Background: an optimization exercise with open tools, aiming at small area, a short achievable clock period and few clock cycles per item. Do not read the settings as production practice.
Function was checked by simulation only, so behaviour that the tests miss may differ from the original.
Power and IR drop assume default switching activity.

== run H ==
Design lfcore, start of the top module:
module lfcore (
    input  wire         clk,
    input  wire         rst,
    input  wire         cmd_valid,
    input  wire [31:0]  cmd,
    output wire         cmd_ready,
    output reg          rsp_valid,
    output wire [31:0]  result,
    output reg          cmd_err,
    output wire [127:0] frame_out,
    output reg          frame_valid,
    output wire [127:0] dc_out,
    output reg          dc_write,
    output wire         sleep_req,
    output wire [31:0]  now_ms
);
For scale: roughly 2100 cells after synthesis, ~20000 µm² of cells after synthesis.
export LEC_CHECK = 0
export CAP_MARGIN = 20
export CORE_MARGIN = 2
export CORE_UTILIZATION = 50
export SLEW_MARGIN = 20
create_clock -name core_clock -period 12.0 [get_ports {clk}]
standard.sh (not shown) runs the stock make flow with config.mk's settings and CLKGATE_MAP_FILE= SYNTH_SCRIPT=/design/flow/synth_recipe.tcl, a recipe that flattens the netlist after the stock synthesis.
==> flow/flow/run.sh <==
#!/bin/bash
# The standard layout (standard.sh) with three changes to how the
# layout is made:
#  - sky130_fd_sc_hd__buf_2 as the port buffer cell (every input and
#    output port still gets its own buffer);
#  - constant outputs keep the synthesis's shared tie cells (no per-port
#    tie copies); repair_design buffers those nets as needed;
#  - clock tree synthesis without dummy loads, with sink clusters of up
#    to 24 flip-flops (120 um), for fewer clock buffers.
# The make output goes to standard.log in this folder.
export BUFFER_PORTS_ARGS="-buffer_cell sky130_fd_sc_hd__buf_2"
export SKIP_REPAIR_TIE_FANOUT=1
export CTS_ARGS="-sink_clustering_enable -sink_clustering_size 24 -sink_clustering_max_diameter 120 -repair_clock_nets -dont_use_dummy_load"
bash standard.sh > standard.log 2>&1
No stage failed in run H, and the final checks on the layout all came back clean.
Testbench counts of run H, summed over its fixed seeds: cycles 472,464, ops 472,456.
### run H -> run A
--- a/flow/design.v
+++ b/flow/design.v
@@ -4,21 +4,19 @@
     input  wire        tgt,
     input  wire [15:0] d,
     input  wire [16:0] u,
     input  wire [5:0]  c,
     output wire [16:0] u_n,
     output wire [5:0]  c_n,
     output wire        more
 );
     wire [5:0]  dx = first ? diff : 6'd0;
-    wire        u_le_diff = (u[15:6] == 10'd0) && (u[5:0] <= diff);
-    wire        u_le_0    = (u[15:0] == 16'd0);
-    assign more = u[16] || (first ? u_le_diff : u_le_0);
+    assign more = u[16] || ((u[15:6] == 10'd0) && (u[5:0] <= dx));
     wire [16:0] a  = u - {11'd0, dx};
     wire [16:0] x  = u;
     wire [16:0] y  = ~{11'd0, dx};
     wire [16:0] z  = {1'b0, d};
     wire [16:0] s  = x ^ y ^ z;
     wire [16:0] m  = (x & y) | (x & z) | (y & z);
     wire [16:0] b  = s + {m[15:0], 1'b1};
     assign u_n = more ? b : a;
     assign c_n = more ? (tgt ? c + 6'd1 : c - 6'd1) : c;
@@ -115,25 +113,29 @@
     assign s_oh[K_GSTOP]   = s_hi[1] & s_lo[1];
     assign s_oh[K_GISRUN]  = s_hi[1] & s_lo[2];
     assign s_oh[K_GSTEP]   = s_hi[1] & s_lo[3];
     assign s_oh[K_ZON]     = s_hi[2] & s_lo[0];
     assign s_oh[K_ZOFF]    = s_hi[2] & s_lo[1];
     assign s_oh[K_ZRUN]    = s_hi[2] & s_lo[2];
     assign s_oh[K_MTICK]   = s_hi[3] & s_lo[0];
     assign s_oh[K_BCONS]   = s_hi[4] & s_lo[0];
     assign s_oh[K_SCHED]   = s_hi[5] & s_lo[0];
-    reg        s_za;           
-    reg        s_z1;           
+    reg [4:0]  s_fl;           
     reg [1:0]  s_idx;
     reg [15:0] s_imm;
     assign cmd_ready = rdy;
     wire [7:0] c_op  = cmd[31:24];
     wire [7:0] c_idx = cmd[23:16];
+    wire       c_z23  = (cmd[23:1] == 23'd0);
+    wire       c_imm0 = (cmd[15:0] == 16'd0);
+    wire       c_zi   = (c_idx[7:2] == 6'd0);
+    wire [4:0] c_fl = {c_z23 && !cmd[0], c_z23, c_imm0 && c_zi && (c_idx[1:0] != 2'd3),
+                       c_zi, c_imm0 && c_zi};
     wire [5:0] c_hi;
     wire [7:0] c_lo;
     genvar gk;
     generate
         for (gk = 0; gk < 6; gk = gk + 1) begin : g_hi
             assign c_hi[gk] = (c_op[7:4] == gk);
         end
         for (gk = 0; gk < 8; gk = gk + 1) begin : g_lo
             assign c_lo[gk] = (c_op[3:0] == gk);
@@ -162,23 +164,18 @@
         .u(zq[16:0]), .c(zc[5:0]), .u_n(e_rn), .c_n(e_cn), .more(e_more)
     );
     wire s_hold = s_v && s_wait;
     wire w_on   = s_hold && s_oh[K_TICK];
     wire w_need = zact[0] && (!zoh[0] || z0slow);
     wire w_step = w_on && !zrot && s_fl[4] && (!zfirst || w_need);
     wire w_rot  = zrot;
     wire w_zop  = s_hold && !zrot && (zoh[s_idx]);
     wire [5:0] lvl0 = zc[5:0];
-    wire s_imm1 = s_z1;
-    wire s_imm0 = s_imm1 && !s_imm[0];
-    wire s_idx0 = s_za && (s_idx == 2'd0);
-    wire [4:0] s_fl = {s_idx0 && s_imm0, s_idx0 && s_imm1,
-                       s_za && (s_idx != 2'd3) && s_imm0, s_za, s_za && s_imm0};
     wire v_tick    = s_oh[K_TICK]    & s_fl[4] & ~s_wait;
     wire v_refresh = s_oh[K_REFRESH] & s_fl[4];
     wire v_medge   = s_oh[K_MEDGE]   & s_fl[4];
     wire v_bedge   = s_oh[K_BEDGE]   & s_fl[3];
     wire v_poll    = s_oh[K_POLL]    & s_fl[4];
     wire v_reset   = s_oh[K_RESET]   & s_fl[4] & ~s_wait;
     wire v_status  = s_oh[K_STATUS]  & s_fl[4];
     wire v_gstart  = s_oh[K_GSTART]  & s_fl[2];
     wire v_gstop   = s_oh[K_GSTOP]   & s_fl[2];
@@ -269,20 +266,19 @@
     always @(posedge clk) begin
         if (rst) begin
             s_hi   <= 6'd0;
         end else if (!s_hold) begin
             s_hi   <= (rdy && cmd_valid) ? c_hi : 6'd0;
         end
         if (!s_hold) begin
             s_wait <= c_slow;
             s_lo   <= c_lo;
-            s_za   <= (c_idx[7:2] == 6'd0);
-            s_z1   <= (cmd[15:1] == 15'd0);
+            s_fl   <= c_fl;
             s_idx  <= c_idx[1:0];
             s_imm  <= cmd[15:0];
             zoh    <= 4'b0001;
             zfirst <= 1'b1;
             zrot   <= 1'b0;
         end else if (s_oh[K_RESET]) begin
             s_wait <= 1'b0;
         end else if (zrot) begin
             zrot   <= 1'b0;
Findings:
[compare] base=run H new=run A: number of placed instances with taps included saw a decrease; detailed-route wire length saw a decrease; post-synthesis adder-cell area fraction saw a decrease; total non-filler cell area in the finished layout saw a decrease. Setup WNS run H -> run A: worse. Taking run H as the reference, in run A die width shrank by about 1%, non-clock buffer count shrank by about 2%. Re sum of internal, switching and leakage power: run A is 0.54% down on run H. Re proportion of synthesized chip area in sequential cells: run A is 1.4 points up on run H. Between run A and run H, the internal cell power does not differ in any meaningful way.
Testbench counts of run A, summed over its fixed seeds: cycles 472,464, ops 472,456.

---

lfcore again, from the RTL that the note above started with.
clock: 12.0 ns
lec_check: 0
cap_margin: 20
core_margin: 2
core_utilization: 40
slew_margin: 20
Scripts as last shown in full above: flow/flow/run.sh
Testbench counts at the start, summed over its fixed seeds: cycles 472,464, ops 472,456.
Next try:
--- a/flow/design.v
+++ b/flow/design.v
@@ -6,17 +6,15 @@
     input  wire [16:0] u,
     input  wire [5:0]  c,
     output wire [16:0] u_n,
     output wire [5:0]  c_n,
     output wire        more
 );
     wire [5:0]  dx = first ? diff : 6'd0;
-    wire        u_le_diff = (u[15:6] == 10'd0) && (u[5:0] <= diff);
-    wire        u_le_0    = (u[15:0] == 16'd0);
-    assign more = u[16] || (first ? u_le_diff : u_le_0);
+    assign more = u[16] || ((u[15:6] == 10'd0) && (u[5:0] <= dx));
     wire [16:0] a  = u - {11'd0, dx};
     wire [16:0] x  = u;
     wire [16:0] y  = ~{11'd0, dx};
     wire [16:0] z  = {1'b0, d};
     wire [16:0] s  = x ^ y ^ z;
     wire [16:0] m  = (x & y) | (x & z) | (y & z);
     wire [16:0] b  = s + {m[15:0], 1'b1};
@@ -139,15 +137,15 @@
             assign c_lo[gk] = (c_op[3:0] == gk);
         end
     endgenerate
     wire [15:0] zd0 = zd[15:0];
     wire [3:0]  zact;
     genvar gz;
     generate for (gz = 0; gz < 4; gz = gz + 1) begin : g_act
-        assign zact[gz] = (zf[6*gz +: 6] != 6'd0);
+        assign zact[gz] = (zc[6*gz +: 6] != {6{zt[gz]}});
     end endgenerate
     wire z0slow = (zd0[15:6] == 10'd0);
     wire [3:0] zser = {zact[3:1], zact[0] & z0slow};
     wire c_slow = ((c_op == 8'h01) && (zser != 4'd0)) ||
                   (c_op == 8'h20) || (c_op == 8'h21) || (c_op == 8'h22) ||
                   (c_op == 8'h06);
     wire       go = s_v && !s_wait;
@@ -234,17 +232,17 @@
     wire       g1_clr = start1 || stop1;
     wire       g2_clr = start2 || stop2;
     wire       g1_on  = g1r_a && (g1_clr || go1);
     wire       g2_on  = g2r_a && !g2_clr && go2;
     wire sleep_ok = (sched_n == S_IDLE) && !im2 && !depressed &&
                     (do_btn || (pc == 2'd0)) && (g0m_a != M_STOPPING);
     wire zs_T    = a_on;                  
-    wire z0set_s = a_on || a_off;
+    wire z0set_s = (a_on || a_off) && !((lvl0 == {6{zs_T}}) && (zt[0] == zs_T));
     wire zop_T    = s_oh[K_ZON];
-    wire zop_do   = w_zop && (v_zon | v_zoff);
+    wire zop_do   = w_zop && (v_zon | v_zoff) && !((lvl0 == {6{zop_T}}) && (zt[0] == zop_T));
     wire zrun_do  = w_zop && v_zrun;
     wire        up_c    = (pr >= 9'd437);            
     wire [8:0]  pr_up   = up_c ? pr - 9'd437 : pr + 9'd63;
     wire        dn_c    = (pr < 9'd63);              
     wire [8:0]  pr_dn   = dn_c ? pr + 9'd437 : pr - 9'd63;
     wire [5:0]  pq_inc  = pq + 6'd1;
     wire [5:0]  pq_dec  = pq - 6'd1;
@@ -374,69 +372,53 @@
                 if (!ft0) ft <= {ft[7:0], ^(ft & T9)};
             end else if (do_sched) begin
                 sched <= sched_n;
                 if (a_on || a_off) ft <= 9'd1;
             end
         end
     end
-    wire z0_tick = v_tick && !z0slow;
+    wire z0_tick = v_tick && zact[0] && !z0slow;
     wire z0_step = w_step || z0_tick;
-    wire e_settle = e_more && (zt[0] ? (zc[5:0] == 6'd62) : (zc[5:0] == 6'd1));
     generate for (gz = 0; gz < 4; gz = gz + 1) begin : g_zone
         localparam integer gn = (gz + 1) % 4;
         always @(posedge clk) begin
             if (rs) begin
                 zc[6*gz +: 6] <= 6'd0;
                 zt[gz]        <= 1'b0;
-                zf[6*gz +: 6] <= 6'd0;
             end else if (w_rot) begin
                 zc[6*gz +: 6] <= zc[6*gn +: 6];
                 zt[gz]        <= zt[gn];
-                zf[6*gz +: 6] <= zf[6*gn +: 6];
             end else if (gz == 0) begin
                 if (zop_do) begin
                     zt[0] <= zop_T;
-                    if (s_imm == 16'd0) begin
+                    if (s_imm == 16'd0)
                         zc[5:0] <= {6{zop_T}};
-                        zf[5:0] <= 6'd0;
-                    end else begin
-                        zf[5:0] <= zop_T ? ~lvl0 : lvl0;
-                    end
                 end else if (z0set_s) begin
-                    zt[0]   <= zs_T;
-                    zf[5:0] <= zs_T ? ~lvl0 : lvl0;
+                    zt[0] <= zs_T;
                 end else if (z0_step) begin
                     zc[5:0] <= e_cn;
-                    if (e_settle)
-                        zf[5:0] <= 6'd0;
                 end
             end
         end
-        if (gz == 0) begin : g_s0
-            always @(posedge clk) begin
-                if (rs) begin
-                    zq[16:0] <= 17'd1;
-                end else if (w_rot) begin
-                    zd[15:0] <= zd[31:16];
-                    zq[16:0] <= zq[33:17];
-                end else if (zop_do) begin
-                    zd[15:0] <= s_imm;
-                    zq[16:0] <= {1'b0, s_imm};
+        always @(posedge clk) begin
+            if (w_rot) begin
+                zf[6*gz +: 6]   <= zf[6*gn +: 6];
+                zd[16*gz +: 16] <= zd[16*gn +: 16];
+                zq[17*gz +: 17] <= zq[17*gn +: 17];
+            end else if (gz == 0) begin
+                if (zop_do) begin
+                    zf[5:0]   <= zop_T ? ~lvl0 : lvl0;
+                    zd[15:0]  <= s_imm;
+                    zq[16:0]  <= {1'b0, s_imm};
                 end else if (z0set_s) begin
-                    zd[15:0] <= 16'd500;
-                    zq[16:0] <= 17'd500;
+                    zf[5:0]   <= zs_T ? ~lvl0 : lvl0;
+                    zd[15:0]  <= 16'd500;
+                    zq[16:0]  <= 17'd500;
                 end else if (z0_step) begin
-                    zq[16:0] <= e_rn;
-                end
-            end
-        end else begin : g_sk
-            always @(posedge clk) begin
-                if (w_rot) begin
-                    zd[16*gz +: 16] <= zd[16*gn +: 16];
-                    zq[17*gz +: 17] <= zq[17*gn +: 17];
+                    zq[16:0]  <= e_rn;
                 end
             end
         end
     end endgenerate
     always @(posedge clk) begin
         if (rs)
             fz <= 6'd0;
Outcome: Clock-buffer cell count does not change; utilization came out higher by 0.14 points; setup slack got worse by 0.50 ns; die area came out higher by 0.36%; final area came out higher by 0.56%; clock skew came out higher by 0.031 ns; final cell count came out lower by 1.8%; power came out lower by 0.42%.
Testbench counts after the change, summed over its fixed seeds: cycles 472,464, ops 472,456.

[re-timing with driven ports]
The results above use ideal ports. As a check the final layouts listed here were re-extracted and re-timed, cells and wires unchanged. Step 1 sets driving cells, clkbuf_16 on the clock port and buf_2 on the other inputs (assumed; they add their load-dependent delay and slew). Step 2 times the ports against the registers' clock, not the clock port: input delays grow and output delays shrink by t, the midpoint of the rising clock arrivals with the driver on. Slacks: ideal ports / drivers / drivers and shift; pairs: ideal ports / drivers.
run | t, ns | setup WS [ns] | hold WS [ns] | worst setup path at the end | worst slew at a driven data input, ns
run H | 0.599 | 8.094 / 8.094 / 8.094 | 0.401 / 0.401 / 0.401 | register to register | 0.11
run A | 0.577 | 8.016 / 8.049 / 7.472 | 0.407 / 0.407 / 0.407 | input to register | 0.04
the first run of note 2 | 0.586 | 8.224 / 8.172 / 8.416 | 0.403 / 0.403 / 0.403 | register to register | 0.11
the second run of note 2 | 0.581 | 7.724 / 7.724 / 7.724 | 0.405 / 0.405 / 0.405 | register to register | 0.08
After both steps every run listed still meets setup and hold. For run A, which loses most, drivers alone change the setup slack by +0.033 ns; drivers and shift together by -0.544 ns.
